Context: an optimization exercise on an open-source flow, tuned for small area, a short achievable clock period and few clock cycles per item. The choices shown serve that exercise and are no tape-out recipe.

==> run G <==
==> flow/design.v <==
module acc_correlator (
    input  wire        clk,
    input  wire        rst,              
    input  wire        cfg_valid,
    output wire        cfg_ready,
    input  wire [2:0]  cfg_op,
    input  wire [63:0] cfg_code,         
    input  wire [7:0]  cfg_len,
    input  wire [31:0] cfg_value,
    input  wire        cfg_detect_inv,
    input  wire        in_valid,
    output wire        in_ready,
    input  wire        in_bit,
    output wire        out_valid,
    output wire [2:0]  out_data,
    output wire        idle,
    output wire        configured,
    output wire        invert,
    output wire [5:0]  status,
    output wire        irq,
    output wire [15:0] bit_count,
    output wire [15:0] ambig_count,
    output wire [15:0] last_ambig_bit
);
    localparam [2:0] OP_RESET          = 3'd0;
    localparam [2:0] OP_CONFIG         = 3'd1;
    localparam [2:0] OP_SET_CODE       = 3'd2;
    localparam [2:0] OP_SET_THRESHOLD  = 3'd3;
    localparam [2:0] OP_SET_DETECT_INV = 3'd4;
    localparam [2:0] OP_CLEAR_STATUS   = 3'd5;
    localparam [2:0] OP_SET_IRQ_EN     = 3'd6;
    reg [63:0] data_reg;
    reg [63:0] flag_reg;
    reg [63:0] invert_reg;
    reg [63:0] code;             
    reg [6:0]  len;              
    reg [6:0]  thr;              
    reg        detect_inv;
    reg        invert_q;
    reg        configured_q;
    reg        full_q;           
    reg [15:0] bit_count_q;
    reg [15:0] ambig_count_q;
    reg [15:0] last_ambig_bit_q;
    reg        st_illegal, st_invalid, st_ambig;
    reg        ie_illegal, ie_invalid, ie_ambig;
    reg        irq_q;
    reg [6:0]  lt;               
    reg        step_d;           
    reg        amb_d;
    reg        in_rdy_q, cfg_rdy_q;
    reg        step_q;           
    reg        bit_q;
    reg        out_valid_q;
    reg [2:0]  out_data_q;
    reg        idle_q;
    localparam NG = 4;           
    reg [4:0]  grp [0:NG-1];
    wire bit_acc = in_valid & in_rdy_q;
    wire cmd_acc = cfg_valid & cfg_rdy_q;
    reg [63:0] mask;
    integer j;
    always @(*) begin
        for (j = 0; j < 64; j = j + 1)
            mask[j] = ({1'b0, len} > (7'd63 - j[6:0]));
    end
    wire       e0 = (data_reg[0] ^ code[0]) & mask[0];
    wire [6:0] wsum = {2'd0, grp[0]} + {2'd0, grp[1]} + {2'd0, grp[2]} + {2'd0, grp[3]} + {6'd0, e0};
    wire       m_n = (wsum <= thr);                               
    wire       m_i = (wsum >= lt);                                
    wire match     = invert_q ? m_i : m_n;
    wire match_inv = detect_inv & (invert_q ? m_n : m_i);
    wire ambiguous = match & match_inv;
    wire invert_next = invert_q ? ~(match & ~match_inv) : (match_inv & ~match);
    wire [63:0] data_shift = step_q ? {data_reg[62:0], bit_q ^ invert_next} : data_reg;
    wire [63:0] leaf = (data_shift ^ code) & mask;
    reg  [4:0]  gsum [0:NG-1];
    integer g, k;
    always @(*) begin
        for (g = 0; g < NG; g = g + 1) begin
            gsum[g] = 5'd0;
            for (k = 1 + 16 * g; k < 17 + 16 * g && k < 64; k = k + 1)
                gsum[g] = gsum[g] + {4'd0, leaf[k]};
        end
    end
    wire len_ok    = (cfg_len <= 8'd64);
    wire c_reset   = cmd_acc & (cfg_op == OP_RESET);
    wire c_config  = cmd_acc & (cfg_op == OP_CONFIG) & len_ok;
    wire c_code    = cmd_acc & ((cfg_op == OP_CONFIG) | (cfg_op == OP_SET_CODE)) & len_ok;
    wire c_badlen  = cmd_acc & ((cfg_op == OP_CONFIG) | (cfg_op == OP_SET_CODE)) & ~len_ok;
    wire c_thr     = cmd_acc & ((cfg_op == OP_SET_THRESHOLD) | ((cfg_op == OP_CONFIG) & len_ok));
    wire c_det     = cmd_acc & ((cfg_op == OP_SET_DETECT_INV) | ((cfg_op == OP_CONFIG) & len_ok));
    wire c_clear   = cmd_acc & (cfg_op == OP_CLEAR_STATUS);
    wire c_irqen   = cmd_acc & (cfg_op == OP_SET_IRQ_EN);
    wire c_illegal = cmd_acc & (cfg_op == 3'd7);
    wire kill      = rst | c_reset;
    wire [6:0] thr_new = (|cfg_value[31:6]) ? 7'd64 : {1'b0, cfg_value[5:0]};
    wire configured_next = kill ? 1'b0 : (c_config ? 1'b1 : configured_q);
    wire in_rdy_next     = configured_next & ~(cfg_valid & ~cmd_acc);
    wire cfg_rdy_next    = ~in_rdy_next & ~bit_acc;
    wire full_now = full_q | bit_count_q[6] | (step_d & (&bit_count_q[5:0]));
    wire s_ill_n = ~kill & ((st_illegal & ~(c_clear & cfg_value[0])) | c_illegal);
    wire s_inv_n = ~kill & ((st_invalid & ~(c_clear & cfg_value[1])) | c_badlen);
    wire s_amb_n = ~kill & ((st_ambig | amb_d) & ~(c_clear & cfg_value[5]));
    wire ie_ill_n = ~kill & (c_irqen ? cfg_value[0] : ie_illegal);
    wire ie_inv_n = ~kill & (c_irqen ? cfg_value[1] : ie_invalid);
    wire ie_amb_n = ~kill & (c_irqen ? cfg_value[5] : ie_ambig);
    always @(posedge clk) begin
        in_rdy_q     <= ~rst & in_rdy_next;
        cfg_rdy_q    <= rst | cfg_rdy_next;
        step_q       <= ~rst & bit_acc;
        bit_q        <= in_bit;
        out_valid_q  <= ~rst & step_q;
        out_data_q   <= {invert_reg[63], flag_reg[63], data_reg[63]} & {3{full_now}};
        idle_q       <= ~bit_acc & ~step_q;
        configured_q <= configured_next;
        st_illegal <= s_ill_n;
        st_invalid <= s_inv_n;
        st_ambig   <= s_amb_n;
        ie_illegal <= ie_ill_n;
        ie_invalid <= ie_inv_n;
        ie_ambig   <= ie_amb_n;
        irq_q      <= (s_ill_n & ie_ill_n) | (s_inv_n & ie_inv_n) | (s_amb_n & ie_amb_n);
        for (g = 0; g < NG; g = g + 1)
            grp[g] <= gsum[g];
        if (c_config)
            data_reg <= 64'd0;
        else
            data_reg <= data_shift;
        if (step_q) begin
            flag_reg   <= {flag_reg[62:0],   match | match_inv};
            invert_reg <= {invert_reg[62:0], match_inv};
        end
        if (kill | c_config)
            invert_q <= 1'b0;
        else if (step_q)
            invert_q <= invert_next;
        step_d <= ~rst & step_q;
        amb_d  <= ~rst & step_q & ambiguous;
        if (kill | c_config) begin
            bit_count_q      <= 16'd0;
            ambig_count_q    <= 16'd0;
            last_ambig_bit_q <= 16'd0;
        end else if (step_d) begin
            bit_count_q <= bit_count_q + 16'd1;
            if (amb_d) begin
                ambig_count_q    <= ambig_count_q + 16'd1;
                last_ambig_bit_q <= bit_count_q;
            end
        end
        lt <= (thr >= len) ? 7'd0 : len - thr;
        if (c_config)
            full_q <= 1'b0;
        else
            full_q <= full_now;
        if (c_code) begin
            code <= cfg_code;
            len  <= cfg_len[6:0];
        end
        if (c_thr)
            thr <= thr_new;
        if (c_det)
            detect_inv <= cfg_detect_inv;
    end
    assign cfg_ready      = cfg_rdy_q;
    assign in_ready       = in_rdy_q;
    assign out_valid      = out_valid_q;
    assign out_data       = out_data_q;
    assign idle           = idle_q;
    assign configured     = configured_q;
    assign invert         = invert_q;
    assign status         = {st_ambig, 3'b000, st_invalid, st_illegal};
    assign irq            = irq_q;
    assign bit_count      = bit_count_q;
    assign ambig_count    = ambig_count_q;
    assign last_ambig_bit = last_ambig_bit_q;
endmodule
==> flow/flow/run.sh <==
#!/bin/bash
set -euo pipefail
bash standard.sh SETUP_SLACK_MARGIN=7 TNS_END_PERCENT=100 finish > flow_standard.log 2>&1
==> flow/standard.sh <==
#!/bin/bash
# synth_recipe.tcl (not shown) runs the flow's synth.tcl, then flattens the netlist and writes it again
# the make line also repeats each setting of config.mk as NAME=value (left out here)
make -C /OpenROAD-flow-scripts/flow DESIGN_CONFIG=/design/flow/config.mk WORK_HOME=/design/flow/orfs CLKGATE_MAP_FILE= SYNTH_SCRIPT=/design/flow/synth_recipe.tcl "${@:-finish}"
==> flow/config.mk <==
export PLATFORM = sky130hd
export DESIGN_NAME = acc_correlator
export DESIGN_NICKNAME = acc_correlator
export VERILOG_FILES = /design/flow/design.v
export SDC_FILE = /design/flow/constraint.sdc
export NUM_CORES = 4
export LEC_CHECK = 0
export CAP_MARGIN = 20
export CORE_MARGIN = 2
export CORE_UTILIZATION = 60
export PLACE_DENSITY = 0.7
export SETUP_SLACK_MARGIN = 5
export SLEW_MARGIN = 20
==> flow/constraint.sdc <==
create_clock -name core_clock -period 10.0 [get_ports {clk}]
set_input_delay 2.0000 -clock core_clock [delete_from_list [all_inputs] [get_ports {clk}]]
set_output_delay 2.0000 -clock core_clock [all_outputs]
set_load 0.01 [all_outputs]
==> run C: changes against run G <==
==> flow/design.v, changed modules only <==
module acc_correlator (
    input  wire        clk,
    input  wire        rst,              
    input  wire        cfg_valid,
    output wire        cfg_ready,
    input  wire [2:0]  cfg_op,
    input  wire [63:0] cfg_code,         
    input  wire [7:0]  cfg_len,
    input  wire [31:0] cfg_value,
    input  wire        cfg_detect_inv,
    input  wire        in_valid,
    output wire        in_ready,
    input  wire        in_bit,
    output wire        out_valid,
    output wire [2:0]  out_data,
    output wire        idle,
    output wire        configured,
    output wire        invert,
    output wire [5:0]  status,
    output wire        irq,
    output wire [15:0] bit_count,
    output wire [15:0] ambig_count,
    output wire [15:0] last_ambig_bit
);
    localparam [2:0] OP_RESET          = 3'd0;
    localparam [2:0] OP_CONFIG         = 3'd1;
    localparam [2:0] OP_SET_CODE       = 3'd2;
    localparam [2:0] OP_SET_THRESHOLD  = 3'd3;
    localparam [2:0] OP_SET_DETECT_INV = 3'd4;
    localparam [2:0] OP_CLEAR_STATUS   = 3'd5;
    localparam [2:0] OP_SET_IRQ_EN     = 3'd6;
    localparam NG = 6;           
    reg [63:0] data_reg;
    reg [63:0] flag_reg;
    reg [63:0] invert_reg;
    reg [65:0] cs;               
    reg [1:0]  al;               
    reg [6:0]  qlen;             
    reg [6:0]  thr;              
    reg [6:0]  lt;               
    reg [6:0]  ltm1;             
    reg        detect_inv;
    reg        invert_q;
    reg        configured_q;
    reg        full_q;           
    reg [15:0] bit_count_q;
    reg [15:0] ambig_count_q;
    reg [15:0] last_ambig_bit_q;
    reg        st_illegal, st_invalid, st_ambig;
    reg        ie_illegal, ie_invalid, ie_ambig;
    reg        irq_q;
    reg        step_d;           
    reg        amb_d;
    reg [6:0]  vcnt;             
    reg [3:0]  grp [0:NG-1];     
    reg        in_rdy_q, cfg_rdy_q;
    reg        step_q;           
    reg        bit_q;
    reg        out_valid_q;
    reg [2:0]  out_data_q;
    reg        idle_q;
    wire bit_acc = in_valid & in_rdy_q;
    wire cmd_acc = cfg_valid & cfg_rdy_q;
    reg [7:0]  hi_gt;            
    reg [7:0]  hi_eq;            
    reg [6:0]  lo_gt;            
    reg [65:0] lmask;
    integer j;
    always @(*) begin
        for (j = 0; j < 8; j = j + 1) begin
            hi_gt[j] = (qlen[6:3] > j[3:0]);
            hi_eq[j] = (qlen[6:3] == j[3:0]);
            if (j < 7) lo_gt[j] = (qlen[2:0] > j[2:0]);
        end
        lmask[0] = 1'b0;
        lmask[1] = 1'b0;
        for (j = 2; j < 66; j = j + 1)
            lmask[j] = hi_gt[(65 - j) >> 3] |
                       (hi_eq[(65 - j) >> 3] & (((65 - j) & 7) == 7 ? 1'b0 : lo_gt[(65 - j) & 7]));
        lmask[2]  = lmask[2]  & (al == 2'd0);
        lmask[64] = lmask[64] & (al != 2'd0);
        lmask[65] = lmask[65] & (al == 2'd2);
    end
    wire mask0 = (qlen > 7'd65);     
    wire mask1 = (qlen > 7'd64);     
    wire e0 = (data_reg[0] ^ cs[0]) & mask0;
    wire e1 = (data_reg[0] ^ cs[1]) & mask1;
    wire m_n = e0 ? (vcnt <  thr)  : (vcnt <= thr);    
    wire m_i = e0 ? (vcnt >= ltm1) : (vcnt >= lt);     
    wire match     = invert_q ? m_i : m_n;
    wire match_inv = detect_inv & (invert_q ? m_n : m_i);
    wire ambiguous = match & match_inv;
    wire invert_next = invert_q ? ~(match & ~match_inv) : (match_inv & ~match);
    wire [65:0] leaf = ({data_reg, 2'b00} ^ cs) & lmask;
    reg  [3:0]  gsum [0:NG-1];
    integer g, k, lo, hi;
    always @(*) begin
        for (g = 0; g < NG; g = g + 1) begin
            lo = (g < 4) ? 2 + 11 * g : 46 + 10 * (g - 4);
            hi = (g < 4) ? 12 + 11 * g : 55 + 10 * (g - 4);
            gsum[g] = 4'd0;
            for (k = 2; k < 66; k = k + 1)
                if (k >= lo && k <= hi)
                    gsum[g] = gsum[g] + {3'd0, leaf[k]};
        end
    end
    wire [6:0] vsum = {3'd0, grp[0]} + {3'd0, grp[1]} + {3'd0, grp[2]} +
                      {3'd0, grp[3]} + {3'd0, grp[4]} + {3'd0, grp[5]} +
                      {6'd0, e1 & (al == 2'd0)};
    wire len_ok    = (cfg_len <= 8'd64);
    wire c_reset   = cmd_acc & (cfg_op == OP_RESET);
    wire c_config  = cmd_acc & (cfg_op == OP_CONFIG) & len_ok;
    wire c_code    = cmd_acc & ((cfg_op == OP_CONFIG) | (cfg_op == OP_SET_CODE)) & len_ok;
    wire c_badlen  = cmd_acc & ((cfg_op == OP_CONFIG) | (cfg_op == OP_SET_CODE)) & ~len_ok;
    wire c_thr     = cmd_acc & ((cfg_op == OP_SET_THRESHOLD) | ((cfg_op == OP_CONFIG) & len_ok));
    wire c_det     = cmd_acc & ((cfg_op == OP_SET_DETECT_INV) | ((cfg_op == OP_CONFIG) & len_ok));
    wire c_clear   = cmd_acc & (cfg_op == OP_CLEAR_STATUS);
    wire c_irqen   = cmd_acc & (cfg_op == OP_SET_IRQ_EN);
    wire c_illegal = cmd_acc & (cfg_op == 3'd7);
    wire kill      = rst | c_reset;
    wire [7:0] lsum = {1'b0, qlen} + {6'd0, al};
    wire [6:0] thr_new = (|cfg_value[31:6]) ? 7'd64 : {1'b0, cfg_value[5:0]};
    wire configured_next = kill ? 1'b0 : (c_config ? 1'b1 : configured_q);
    wire in_rdy_next     = configured_next & ~c_code & ~(cfg_valid & ~cmd_acc);
    wire cfg_rdy_next    = ~in_rdy_next & ~bit_acc;
    wire full_now = full_q | bit_count_q[6] | (step_d & (&bit_count_q[5:0]));
    wire s_ill_n = ~kill & ((st_illegal & ~(c_clear & cfg_value[0])) | c_illegal);
    wire s_inv_n = ~kill & ((st_invalid & ~(c_clear & cfg_value[1])) | c_badlen);
    wire s_amb_n = ~kill & ((st_ambig | amb_d) & ~(c_clear & cfg_value[5]));
    wire ie_ill_n = ~kill & (c_irqen ? cfg_value[0] : ie_illegal);
    wire ie_inv_n = ~kill & (c_irqen ? cfg_value[1] : ie_invalid);
    wire ie_amb_n = ~kill & (c_irqen ? cfg_value[5] : ie_ambig);
    always @(posedge clk) begin
        in_rdy_q     <= ~rst & in_rdy_next;
        cfg_rdy_q    <= rst | cfg_rdy_next;
        step_q       <= ~rst & bit_acc;
        bit_q        <= in_bit;
        out_valid_q  <= ~rst & step_q;
        out_data_q   <= {invert_reg[63], flag_reg[63], data_reg[63]} & {3{full_now}};
        idle_q       <= ~bit_acc & ~step_q;
        configured_q <= configured_next;
        st_illegal <= s_ill_n;
        st_invalid <= s_inv_n;
        st_ambig   <= s_amb_n;
        ie_illegal <= ie_ill_n;
        ie_invalid <= ie_inv_n;
        ie_ambig   <= ie_amb_n;
        irq_q      <= (s_ill_n & ie_ill_n) | (s_inv_n & ie_inv_n) | (s_amb_n & ie_amb_n);
        if (step_q | (al != 2'd0))
            for (g = 0; g < NG; g = g + 1)
                grp[g] <= gsum[g];
        if (step_q | (al == 2'd1))
            vcnt <= vsum;
        if (c_config)
            data_reg <= 64'd0;
        else if (step_q)
            data_reg <= {data_reg[62:0], bit_q ^ invert_next};
        if (step_q) begin
            flag_reg   <= {flag_reg[62:0],   match | match_inv};
            invert_reg <= {invert_reg[62:0], match_inv};
        end
        if (kill | c_config)
            invert_q <= 1'b0;
        else if (step_q)
            invert_q <= invert_next;
        step_d <= ~rst & step_q;
        amb_d  <= ~rst & step_q & ambiguous;
        if (kill | c_config) begin
            bit_count_q      <= 16'd0;
            ambig_count_q    <= 16'd0;
            last_ambig_bit_q <= 16'd0;
        end else if (step_d) begin
            bit_count_q <= bit_count_q + 16'd1;
            if (amb_d) begin
                ambig_count_q    <= ambig_count_q + 16'd1;
                last_ambig_bit_q <= bit_count_q;
            end
        end
        if (c_config)
            full_q <= 1'b0;
        else
            full_q <= full_now;
        if (c_code) begin
            cs   <= {cfg_code, 2'b00};
            al   <= 2'd2;
            qlen <= cfg_len[6:0];
        end else if (al != 2'd0) begin
            cs   <= {1'b0, cs[65:1]};
            al   <= al - 2'd1;
            qlen <= qlen + 7'd1;
        end
        if (c_thr)
            thr <= thr_new;
        if (c_det)
            detect_inv <= cfg_detect_inv;
        lt   <= ({1'b0, thr} + 8'd2 >= lsum) ? 7'd0 : lsum[6:0] - thr - 7'd2;
        ltm1 <= ({1'b0, thr} + 8'd3 >= lsum) ? 7'd0 : lsum[6:0] - thr - 7'd3;
    end
    assign cfg_ready      = cfg_rdy_q;
    assign in_ready       = in_rdy_q;
    assign out_valid      = out_valid_q;
    assign out_data       = out_data_q;
    assign idle           = idle_q;
    assign configured     = configured_q;
    assign invert         = invert_q;
    assign status         = {st_ambig, 3'b000, st_invalid, st_illegal};
    assign irq            = irq_q;
    assign bit_count      = bit_count_q;
    assign ambig_count    = ambig_count_q;
    assign last_ambig_bit = last_ambig_bit_q;
endmodule
==> flow/flow/run.sh (replaced) <==
#!/bin/bash
# The standard layout (standard.sh: standard synthesis, floorplan, power
# grid, placement, CTS, routing), with three layout choices:
#  - each port still gets its own buffer, a plain buf_1 instead of the default
#    delay buffer;
#  - clock tree synthesis without dummy loads;
set -euo pipefail
MARGIN=${MARGIN:-6.8}
bash standard.sh \
  "BUFFER_PORTS_ARGS=-buffer_cell sky130_fd_sc_hd__buf_1" \
  "CTS_ARGS=-sink_clustering_enable -repair_clock_nets -dont_use_dummy_load -buf_list {sky130_fd_sc_hd__clkbuf_4 sky130_fd_sc_hd__clkbuf_8}" \
  "SETUP_SLACK_MARGIN=$MARGIN" "TNS_END_PERCENT=100" \
  finish > flow_standard.log 2>&1
- SETUP_SLACK_MARGIN: 5 -> unset
==> comparison <==
Run C produced a clean layout. Run G passed the timing, design-rule and antenna checks. In run C the routed wire length is larger than in run G, by 17%. In run C the flip-flop and latch count is higher than in run G, by 23. Between run C and run G, the lower critical path depth is in run C (gap 3). In run C the synthesized area is higher than in run G, by about 19%. Register-to-register slack: run C is higher than run G (0.21 ns). Against run G, the worst hold slack of run C is lower by 0.022 ns. Against run C, the global-route usage of run G is higher by 2.2 points. Of run G and run C, run C has the higher die area (gap 15%, measured against run C).
==> figures <==
quantity                                                                        run C                    run G
Number of buffers inserted by post-CTS setup repair                                83                      110
Count of clock buffers in the final design                                         66                       48
Result of the run                                             complete, no violations  complete, no violations
Met3 routed WL                                                                3460 um                  3480 um
Multi-input combinational gate total                                             1091                      779
Fraction of final layout cells sized beyond drive strength 1                    28.7%                    34.7%
Largest driver fanout on the critical path                                          3                        6
Final non-filler cell total                                                      2361                     1977
Final min period                                                              4.26 ns                  4.47 ns
Met2 usage in global routing                                                    46.9%                    51.9%
Non-clock buffering overhead                                                    12.6%                    17.6%
Area of the die                                                           0.0323 mm^2              0.0273 mm^2
Drt wl/cell                                                                   22.0 um                  22.5 um
CTS HTree Levels                                                                    3                        2
Aggregate routed wire length                                                 52100 um                 44500 um
Cell depth of the worst setup path                                                 14                       17
Final net count                                                                  2211                     1821
Post-Syn Area per Cell                                                      11.4 um^2                12.3 um^2
Function was not checked in any run of this note: the RTL went through the layout flow alone.

## separate check: timing with driven ports
The results above use ideal ports. As a check the final layouts listed here were re-extracted and re-timed, cells and wires unchanged. Step 1, drivers: a clkbuf_16 drives clk and a buf_2 each remaining input, both assumed. Step 2, shift: input delay + t, output delay - t, t = (earliest + latest rising clock arrival at the registers) / 2. This alone moves slack from input paths to output paths. Slacks: ideal ports / drivers / drivers and shift; pairs: ideal ports / drivers.
run	t (ns)	setup slack, ns	hold slack, ns	worst setup path at the end	pins driven straight from the clock port
run G	0.594	5.529 / 5.529 / 5.529	0.399 / 0.399 / 0.399	register to register	1
run C	0.609	5.740 / 5.740 / 5.532	0.377 / 0.377 / 0.377	input to register	1
After both steps every run listed still meets setup and hold. For run C, which loses most, drivers alone change the setup slack by 0.000 ns; drivers and shift together by -0.208 ns.
